This is an optimization exercise on Yosys and OpenROAD, whose aim is small area, a short achievable clock period and few clock cycles per item, not a production implementation.
RTL that was checked went through simulation tests only; none was proved equivalent to the original.

Design ws_arith, start of the top module:
module ws_arith (
    input  wire        clk,
    input  wire        rst,
    input  wire        in_valid,
    output wire        in_ready,
    input  wire [1:0]  in_op,
    input  wire        in_w8,
    input  wire [31:0] in_a,
    input  wire [31:0] in_b,
    output wire        out_valid,
    input  wire        out_ready,
    output wire [31:0] out_data
);
    localparam OP_SCALE = 2'd0;
    localparam OP_ENC   = 2'd1;
    localparam OP_DEC   = 2'd2;
    localparam [31:0] QNAN   = 32'h7FC00000;
    localparam [31:0] F32767 = 32'h46FFFE00;   
    localparam [31:0] F127   = 32'h42FE0000;   
    localparam U_PRE  = 3'b000;    
    localparam U_IT   = 3'b001;    
    localparam U_IDLE = 3'b100;
    localparam U_RND  = 3'b110;    
    localparam U_CHK  = 3'b111;    
    localparam K_ZERO = 2'd0;
    localparam K_INF  = 2'd1;
    localparam K_NAN  = 2'd2;
    reg [2:0]  us;
    reg [1:0]  u_op;
    reg        u_w8;
    reg        u_sgn;
    reg        fx_nan, fx_inf, fx_zero;    
    reg        fy_nan, fy_inf, fy_zero;    
    reg        fk_zero;
    reg [24:0] R;        
    reg [23:0] D;        
    reg [24:0] Q;        
    reg signed [9:0] W;  
    reg        lead;     
    reg        spec;     
    reg [4:0]  cnt;      
    reg        neg;      
    reg        seen;     
    reg        dinv;     
    reg        aen;      
  ...
Settings: LEC_CHECK=0, ABC_AREA=1, CAP_MARGIN=20, CORE_MARGIN=2, CORE_UTILIZATION=55, SLEW_MARGIN=60; clock period 17.0 ns.
run.sh (not shown) runs the stock make flow with config.mk's settings and CLKGATE_MAP_FILE= SYNTH_SCRIPT=/design/flow/synth_recipe.tcl, a recipe that flattens the netlist after the stock synthesis.
The starting point finished with timing, DRC and antenna clean.
Testbench counts at the start, summed over its fixed seeds: cycles 21,142, items 3,936.
Change:
--- a/flow/design.v
+++ b/flow/design.v
@@ -192,14 +192,18 @@
     wire oq_en = !qv || out_ready;
     wire stall = ov && qv;
     wire fin   = ((us == U_IT) && (it_fin || sp_any)) || ((us == U_PRE) && sp_any) ||
                  (us == U_RND) || (us == U_CHK);
     wire done  = fin && !stall;
     reg    irdy;
+    reg    spc;
     assign in_ready = irdy;
-    wire   load     = in_valid && in_ready;
+    wire   accept   = in_valid && in_ready;
+    wire   sload    = done && !in_ready && in_valid;
+    wire   load     = (accept && !spc) || sload;       
+    wire   dp_load  = (in_ready && !spc) || done;      
     wire ov_n = !rst && (done || (ov && !xfer));
     wire qv_n = !rst && (xfer || (qv && !out_ready));
     reg  rdy_n;
     always @* begin
         rdy_n = rdy;
         if (rst)
@@ -219,13 +223,14 @@
         end
     end
     always @(posedge clk) begin
         ov   <= ov_n;
         qv   <= qv_n;
         rdy  <= rdy_n;
-        irdy <= rdy_n && !(ov_n && qv_n);
+        spc  <= !rst && sload;
+        irdy <= !rst && (sload || (rdy_n && !(ov_n && qv_n)));
         if (done) begin
             od <= res_x;
             oc <= res_c;
         end
         if (oq_en)
             oq <= od + {31'd0, oc};
@@ -244,13 +249,13 @@
                 us <= U_CHK;
             if (us == U_IT && u_op == OP_SCALE && s_done)
                 us <= U_RND;
         end
     end
     always @(posedge clk) begin
-        if (in_ready) begin
+        if (dp_load) begin
             u_op   <= in_op;
             u_w8   <= in_w8;
             u_sgn  <= l_sgn;
             fx_nan  <= lx_nan;
             fx_inf  <= lx_inf;
             fx_zero <= lx_zero;
Wire length is about the same.
Non-clock buffer count rose by 2.
Synthesized area is about the same.
Fmax is lower by a little under a tenth.
First-iteration DRC count is lower by roughly a tenth.
Die area barely changes.
Hold slack is better by 14 ps.
Setup slack loses 470 ps.
Via count shrinks slightly.
Global-route usage falls by 0.14 points.
The RTL of the second run of this note was laid out without a check of its function.


Setup of run 1:
Another version of the RTL of ws_arith (not shown whole).
Size: roughly 1900 cells after synthesis, about 110 I/O pins, roughly 14000 µm² of cells after synthesis.
clock: 17.0 ns
lec_check: 0
abc_area: 1
cap_margin: 20
core_margin: 2
core_utilization: 55
slew_margin: 20
--- input diff run 1..run 2 ---
-- flow/design.v --
<<< run 1, line 66
    wire l_div  = !in_op[1];
    wire l_dec  = (in_op == OP_DEC);
    wire [7:0] lxe1 = (lxe == 8'd0) ? 8'd1 : lxe;
    wire [7:0] lye1 = (lye == 8'd0) ? 8'd1 : lye;
    wire signed [9:0] lw_div = $signed({2'b00, lxe1}) - $signed({2'b00, lye1}) + 10'sd127;
    reg       l_imm;
    reg [1:0] l_kind;
>>> run 2, line 66
    wire l_div  = !in_op[1];
    wire l_dec  = (in_op == OP_DEC);
    wire [23:0] lxm = (lxe != 8'd0) ? {1'b1, lx[22:0]} : {lx[22:0], 1'b0};
    wire [23:0] lym = (lye != 8'd0) ? {1'b1, ly[22:0]} : {ly[22:0], 1'b0};
    wire [7:0] lbe  = in_b[30:23];
    wire signed [9:0] lw_enc = $signed({2'b00, lxe}) - $signed({2'b00, lbe}) + 10'sd127;
    wire signed [9:0] lw_scl = $signed({2'b00, lxe}) - (in_w8 ? 10'sd6 : 10'sd14);
    wire signed [9:0] lw_ld  = (in_op == OP_SCALE) ? lw_scl :
                               (in_op == OP_ENC)   ? lw_enc : $signed({2'b00, lbe});
    reg       l_imm;
    reg [1:0] l_kind;
<<< run 1, line 77
        l_sgn  = l_dec ? (lk[15] ^ ly[31]) : (lx[31] ^ ly[31]);
        if (in_op == 2'd3) begin
            l_imm = 1'b1; l_kind = K_ZERO; l_sgn = 1'b0;
        end else if (l_dec) begin
            if (ly_nan || (ly_inf && lk_zero)) begin
>>> run 2, line 81
        l_sgn  = l_dec ? (lk[15] ^ ly[31]) : (lx[31] ^ ly[31]);
        if (in_op == 2'd3) begin
            l_imm = 1'b1; l_kind = K_ZERO;
        end else if (l_dec) begin
            if (ly_nan || (ly_inf && lk_zero)) begin
<<< run 1, line 93
            end else if (lx_zero || ly_inf) begin
                l_imm = 1'b1; l_kind = K_ZERO;
            end else if (in_op == OP_ENC && lye != 8'd0 && lw_div <= 10'sd124) begin
                l_imm = 1'b1; l_kind = K_ZERO;           
            end
        end
        if (l_imm && l_kind == K_ZERO && in_op[0]) l_sgn = 1'b0;    
    end
    wire u_div = !u_op[1];
    wire u_enc = (u_op == OP_ENC);
>>> run 2, line 97
            end else if (lx_zero || ly_inf) begin
                l_imm = 1'b1; l_kind = K_ZERO;
            end
        end
    end
    wire l_ezero = (in_op == OP_ENC) && (lbe != 8'd0) && ({1'b0, lbe} >= {1'b0, lxe} + 9'd3);
    wire u_div = !u_op[1];
    wire u_enc = (u_op == OP_ENC);
<<< run 1, line 193
                    res_c = u_enc & c_c;
                end
                default: res_x = {u_sgn, 31'd0};
            endcase
        end else if (u_enc || us == U_CHK) begin
>>> run 2, line 195
                    res_c = u_enc & c_c;
                end
                default: res_x = {u_sgn & !u_op[0], 31'd0};    
            endcase
        end else if (u_enc || us == U_CHK) begin
<<< run 1, line 228
            rdy <= 1'b1;
        else if (load)
            rdy <= l_imm || (l_dec && lye != 8'd0 && lk_done);
        else if (done)
            rdy <= 1'b1;
>>> run 2, line 230
            rdy <= 1'b1;
        else if (load)
            rdy <= l_imm || l_ezero || (l_dec && lym[23] && lk_done);
        else if (done)
            rdy <= 1'b1;
<<< run 1, line 244
            us <= U_IDLE;
        else if (load)
            us <= l_imm ? U_IMM : (lye == 8'd0) ? U_PRE : U_IT;
        else if (done)
            us <= U_IDLE;
>>> run 2, line 246
            us <= U_IDLE;
        else if (load)
            us <= l_imm ? U_IMM : !lym[23] ? U_PRE : U_IT;
        else if (done)
            us <= U_IDLE;
<<< run 1, line 262
            u_sgn  <= l_sgn;
            u_kind <= l_kind;
            R      <= l_div ? {1'b0, (lxe != 8'd0), lx[22:0]} : 25'd0;
            D      <= {(lye != 8'd0), ly[22:0]} ^ {24{l_div}};
            dinv   <= l_div;
            aen    <= l_div | lk[0];
            Q      <= l_div ? 25'd0 : {9'd0, lk};
            W      <= l_div ? lw_div : $signed({2'b00, lye1});
            lead   <= 1'b0;
            spec   <= 1'b0;
>>> run 2, line 264
            u_sgn  <= l_sgn;
            u_kind <= l_kind;
            R      <= l_div ? {1'b0, lxm} : 25'd0;
            D      <= lym ^ {24{l_div}};
            dinv   <= l_div;
            aen    <= l_div | lk[0];
            Q      <= l_div ? 25'd0 : {9'd0, lk};
            W      <= lw_ld;
            lead   <= 1'b0;
            spec   <= 1'b0;
--- outcome ---
- Taking run 1 as the reference, in run 2 mean cell area of the mapped netlist decreased by about 2% relative to the old numbers, worst-case setup margin in the final layout increased by 0.40 ns relative to the old numbers, tightest hold margin closely matched the old numbers, routed wire length increased by about 13% relative to the old numbers.
- Post-synthesis cell count, run 2 vs run 1: up by a little under 10%
- Going from run 1 to run 2, final area shows an increase of 6.8%, area of the mapped netlist went up 7.2%.
- Against run 1, run 2 comes in about 9% higher on number of fillers in the final layout.
- Run 2 vs run 1: area of the multi-input gates up by more than 10%
- Diff run 2 and run 1: maximum fanout along the worst path lower in run 1
- Cmp run 2 and run 1 / number of cells on the worst reg-to-reg path / higher: run 1
No functional check of the RTL was part of any run of this note.

[port drivers added, routing unchanged]
How much do the figures lean on ideal ports? The routed layouts below were timed once more, with nothing changed but the port constraints.
Step 1: set_driving_cell puts a clkbuf_16 on clk and a buf_2 on each other input, an assumption about the parent block.
Step 2 times the ports against the registers' clock, not the clock port: input delays grow and output delays shrink by t, the midpoint of the rising clock arrivals with the driver on.
a / b / c = no drivers / after step 1 / after step 2; a / b = the first two.
run	shift t [ns]	slack for setup (ns)	hold slack, ns	pins driven straight from the clock port
the first run of note 1	0.490	11.677 / 11.706 / 11.215	0.482 / 0.482 / 0.482	1
the second run of note 1	0.483	11.205 / 11.234 / 10.751	0.496 / 0.496 / 0.496	1
run 1	0.481	9.759 / 9.789 / 9.308	0.479 / 0.479 / 0.479	1
run 2	0.502	10.160 / 10.194 / 9.692	0.481 / 0.481 / 0.481	1
After both steps every run listed still meets setup and hold. The setup slack of run 2, which loses most, moves by +0.034 ns with the drivers and by -0.468 ns with both steps.
